Context: an optimization exercise on an open-source flow, tuned for small area. The choices shown serve that exercise and are no tape-out recipe.
The RTL was checked by simulation tests, not by an equivalence proof against the original design.
No activity file was given, so power comes from the tool's default toggle rates.

## pico_i2c_slave
module pico_i2c_slave (
    input  wire       clk,
    input  wire       rst,
    input  wire       scl_i,
    input  wire       sda_i,
    output wire       sda_o,
    output reg        rx_ovf,
    output reg        tx_ovf,
    output reg  [1:0] diag_code
);
Settings: LEC_CHECK=0, CAP_MARGIN=20, CORE_MARGIN=2, CORE_UTILIZATION=40, CTS_BUF_LIST=sky130_fd_sc_hd__clkbuf_4, CTS_CLUSTER_DIAMETER=500, CTS_CLUSTER_SIZE=40, SLEW_MARGIN=20; clock period 10.0 ns.
standard.sh (not shown) runs the stock make flow with config.mk's settings and CLKGATE_MAP_FILE= SYNTH_SCRIPT=/design/flow/synth_recipe.tcl, a recipe that flattens the netlist after the stock synthesis.
==> flow/flow/run.sh <==
#!/bin/bash
# Layout flow: the standard synthesis, then the combinational logic of
# the synthesized netlist is re-mapped by ABC with a stronger area script
# (flip-flops keep their instances, names and cell types), then the rest of
# the standard layout from floorplan to finish.
# Each tool's full output goes to a log file in this folder.
set -euo pipefail
HERE=$(pwd)
RES=$HERE/orfs/results/${FLOW_PLATFORM:-sky130hd}/pico_i2c_slave/base
YOSYS=$FLOW_HOME/../tools/install/yosys/bin/yosys
[ -x "$YOSYS" ] || YOSYS=yosys

bash standard.sh synth > standard_synth.log 2>&1

cp $RES/1_2_yosys.v $HERE/synth_standard.v
export LIB=$FLOW_HOME/platforms/sky130hd/lib/sky130_fd_sc_hd__tt_025C_1v80.lib
export IN_V=$HERE/synth_standard.v
export OUT_V=$HERE/synth_reopt
export TOP=${FLOW_TOP:-pico_i2c_slave}
export ABC_SCRIPT=$HERE/flow/reopt.abc
export DONT_USE="$(sed -n '/^export DONT_USE_CELLS/,/^#/p' $FLOW_HOME/platforms/sky130hd/config.mk | grep -o 'sky130_fd_sc_hd__[a-z0-9_]*' | tr '\n' ' ')"
export KEEP_CELLS="$(grep -o 'sky130_fd_sc_hd__[a-z0-9_]*' $IN_V | sort -u | grep -E '__(df|edf|sdf|dl|conb|tap|fill|decap|diode)' | tr '\n' ' ')"
$YOSYS -c $HERE/flow/reopt.tcl > reopt_yosys.log 2>&1
python3 $HERE/flow/pick_top.py $OUT_V.all $OUT_V.v $TOP > pick_top.log 2>&1

# Hand the re-mapped netlist to the rest of the standard flow.
cp $OUT_V.v $RES/1_2_yosys.v
touch $RES/1_2_yosys.v
bash standard.sh finish > standard_finish.log 2>&1
Other scripts of this flow, unchanged in this note and not shown: flow/flow/pick_top.py, flow/flow/reopt.abc, flow/flow/reopt.tcl
Next try:
CTS_BUF_LIST = default   (was sky130_fd_sc_hd__clkbuf_4)
CTS_CLUSTER_DIAMETER = default   (was 500)
CTS_CLUSTER_SIZE = default   (was 40)
What happened:
- The new run passed the timing, design-rule and antenna checks
- power goes up by about 10%
- setup slack gets worse by 0.022 ns
- via count goes down by 0.77%
- cell count stays the same
- critical path depth goes down by 2
- final area goes up by about 1.3%
- clock-buffer cell count does not change
- die area is unchanged
- maximum frequency goes down by 0.54%
- non-clock buffer count does not change
Next try:
CTS_BUF_LIST = sky130_fd_sc_hd__clkbuf_4   (was default)
Result: Design area went down by about 1.2%. Non-clock buffer count does not change. Routed wire length hardly moves. Global-route usage goes down by 0.11 points. Power goes down by 9.2%.

* * *

Setup of S:
Another version of the RTL of pico_i2c_slave (not shown whole).
Size in the first run: roughly 340 cells after synthesis, about 33 flip-flops, ~9 I/O pins.
// pico_i2c_slave
module pico_i2c_slave (
    input  wire       clk,
    input  wire       rst,
    input  wire       scl_i,
    input  wire       sda_i,
    output wire       sda_o,
    output reg        rx_ovf,
    output reg        tx_ovf,
    output reg  [1:0] diag_code
);
clock: 10.0 ns
lec_check: 0
cap_margin: 20
core_margin: 2
core_utilization: 40
slew_margin: 20
run.sh (not shown) runs the stock make flow with config.mk's settings and CLKGATE_MAP_FILE= SYNTH_SCRIPT=/design/flow/synth_recipe.tcl, a recipe that flattens the netlist after the stock synthesis.
Stock flow here: none of the scripts above is used.
Modified inputs, P compared to S
==> flow/flow/run.sh (new file) <==
#!/bin/bash
# Standard layout, unchanged.
set -e
bash standard.sh > standard.log 2>&1
==> flow/standard.sh (new file) <==
#!/bin/bash
# synth_recipe.tcl (not shown) runs the flow's synth.tcl, then flattens the netlist and writes it again
# the make line also repeats each setting of config.mk as NAME=value (left out here)
make -C /OpenROAD-flow-scripts/flow DESIGN_CONFIG=/design/flow/config.mk WORK_HOME=/design/flow/orfs CLKGATE_MAP_FILE= SYNTH_SCRIPT=/design/flow/synth_recipe.tcl "${@:-finish}"
removed: flow/run.sh
## What came out
Changes observed in P relative to S: total CTS buffers flat, length of the first detailed-routing pass in iterations flat, total power flat, arithmetic-cell share of the synthesized area counting full adders, half adders and majority gates flat, per-cell via count in the routed design flat. P and S ended up with roughly the same routed wire length. Re full die area: no difference whatsoever between P and S. Final period demand of the worst path: P vs S identical. Diff P..S | total routing resource utilization after global routing | unchanged.

* * *

v6:
Another version of the RTL of pico_i2c_slave (not shown whole).
Size in the first run: roughly 270 cells after synthesis, roughly 9 I/O pins, about 2100 um2 of cells after synthesis.
==> flow/config.mk <==
export PLATFORM = sky130hd
export DESIGN_NAME = pico_i2c_slave
export DESIGN_NICKNAME = pico_i2c_slave
export VERILOG_FILES = /design/flow/design.v
export SDC_FILE = /design/flow/constraint.sdc
export NUM_CORES = 4
export LEC_CHECK = 0
export CAP_MARGIN = 20
export CORE_MARGIN = 2
export CORE_UTILIZATION = 40
export CTS_BUF_LIST = sky130_fd_sc_hd__clkbuf_4
export SLEW_MARGIN = 20
==> flow/constraint.sdc <==
create_clock -name core_clock -period 10.0 [get_ports {clk}]
set_input_delay 2.0000 -clock core_clock [delete_from_list [all_inputs] [get_ports {clk}]]
set_output_delay 2.0000 -clock core_clock [all_outputs]
set_load 0.01 [all_outputs]
standard.sh (not shown) runs the stock make flow with config.mk's settings and CLKGATE_MAP_FILE= SYNTH_SCRIPT=/design/flow/synth_recipe.tcl, a recipe that flattens the netlist after the stock synthesis.
==> flow/flow/run.sh <==
#!/bin/bash
# Layout flow: the standard synthesis, then the combinational logic of
# the synthesized netlist is re-mapped by ABC with a stronger area script
# (flip-flops keep their instances, names and cell types), then the rest of
# the standard layout from floorplan to finish.
# Each tool's full output goes to a log file in this folder.
set -euo pipefail
HERE=$(pwd)
RES=$HERE/orfs/results/${FLOW_PLATFORM:-sky130hd}/pico_i2c_slave/base
YOSYS=$FLOW_HOME/../tools/install/yosys/bin/yosys
[ -x "$YOSYS" ] || YOSYS=yosys

bash standard.sh synth > standard_synth.log 2>&1

cp $RES/1_2_yosys.v $HERE/synth_standard.v
export LIB=$FLOW_HOME/platforms/sky130hd/lib/sky130_fd_sc_hd__tt_025C_1v80.lib
export IN_V=$HERE/synth_standard.v
export TOP=${FLOW_TOP:-pico_i2c_slave}
export DONT_USE="$(sed -n '/^export DONT_USE_CELLS/,/^#/p' $FLOW_HOME/platforms/sky130hd/config.mk | grep -o 'sky130_fd_sc_hd__[a-z0-9_]*' | tr '\n' ' ')"
export KEEP_CELLS="$(grep -o 'sky130_fd_sc_hd__[a-z0-9_]*' $IN_V | sort -u | grep -E '__(df|edf|sdf|dl|conb|tap|fill|decap|diode)' | tr '\n' ' ')"
# Two ABC scripts; the smaller result is used.
best=""; best_area=""
for v in a b; do
  export ABC_SCRIPT=$HERE/flow/reopt_$v.abc OUT_V=$HERE/synth_reopt_$v
  $YOSYS -c $HERE/flow/reopt.tcl > reopt_yosys_$v.log 2>&1
  python3 $HERE/flow/pick_top.py $OUT_V.all $OUT_V.v $TOP > pick_top_$v.log 2>&1
  area=$(grep "Chip area for top module" $OUT_V.stat | awk '{print $NF}')
  echo "script $v: area $area" >> reopt_choice.log
  if [ -z "$best" ] || awk "BEGIN{exit !($area < $best_area)}"; then best=$v; best_area=$area; fi
done
echo "using script $best" >> reopt_choice.log
cp $HERE/synth_reopt_$best.v $HERE/synth_reopt.v

# Hand the re-mapped netlist to the rest of the standard flow.
cp $HERE/synth_reopt.v $RES/1_2_yosys.v
touch $RES/1_2_yosys.v
export BUFFER_PORTS_ARGS="-buffer_cell sky130_fd_sc_hd__buf_1"
bash standard.sh finish > standard_finish.log 2>&1
Other scripts of this flow, unchanged in this note and not shown: flow/flow/pick_top.py, flow/flow/reopt.tcl, flow/flow/reopt_a.abc, flow/flow/reopt_b.abc
In summary, v6 completed successfully, with a layout that passed the timing, design-rule and antenna checks.
Input changes introduced in v7 (baseline for comparison: v6):
diff --git a/flow/flow/run.sh b/flow/flow/run.sh
--- a/flow/flow/run.sh
+++ b/flow/flow/run.sh
@@ -35,4 +35,3 @@
 cp $HERE/synth_reopt.v $RES/1_2_yosys.v
 touch $RES/1_2_yosys.v
-export BUFFER_PORTS_ARGS="-buffer_cell sky130_fd_sc_hd__buf_1"
 bash standard.sh finish > standard_finish.log 2>&1
## What came out
v7: no failed stages, no open violations at the end. Critical path depth in v7 is 1 below v6. In the flow results for v6 and v7, the layout overhead on the synthesized area is larger on v7. Against v6, v7 comes in 2.1% higher on post-detailed-placement cell area. Taking v6 as the reference, in v7 relative area of non-clock buffer cells in the final design rose 1.8 points, peak clock frequency supported by timing now sits lower. Changes observed in v7 relative to v6: met2 wire length has increased; wire length has increased; number of non-clock buffers has decreased. Area taken by multi-input logic gates: v7 lower than v6.

-- what the ideal ports hide --
No port has a modelled driver above. Below, the same layouts with a new extraction and two added sets of constraints. Step 1 (the two cells are an assumption about what drives the block):
set clk [get_ports {clk}]
set_driving_cell -lib_cell sky130_fd_sc_hd__clkbuf_16 $clk
set_driving_cell -lib_cell sky130_fd_sc_hd__buf_2 [delete_from_list [all_inputs] $clk]
Step 2 moves the port delays by t, midway between the first and last clock arrival at a register: inputs arrive t later, outputs are due t later. That takes back most of the time a late clock gives input paths. Three values: no drivers, after step 1, after step 2; two values: the first two.
run	t (ns)	slack for setup (ns)	hold WS [ns]	worst slew at a driven data input, ns
the first run of note 1	0.355	5.936 / 5.936 / 5.589	0.469 / 0.469 / 0.469	0.03
the second run of note 1	0.312	5.914 / 5.916 / 5.604	0.460 / 0.460 / 0.460	0.03
the third run of note 1	0.355	5.936 / 5.936 / 5.589	0.469 / 0.469 / 0.469	0.03
S	0.318	5.841 / 5.845 / 5.527	0.457 / 0.457 / 0.457	0.03
P	0.318	5.841 / 5.845 / 5.527	0.457 / 0.457 / 0.457	0.03
v6	0.355	5.824 / 5.824 / 5.564	0.469 / 0.469 / 0.469	0.03
v7	0.360	4.877 / 4.877 / 4.877	0.467 / 0.467 / 0.467	0.03
After both steps every run listed still meets setup and hold.
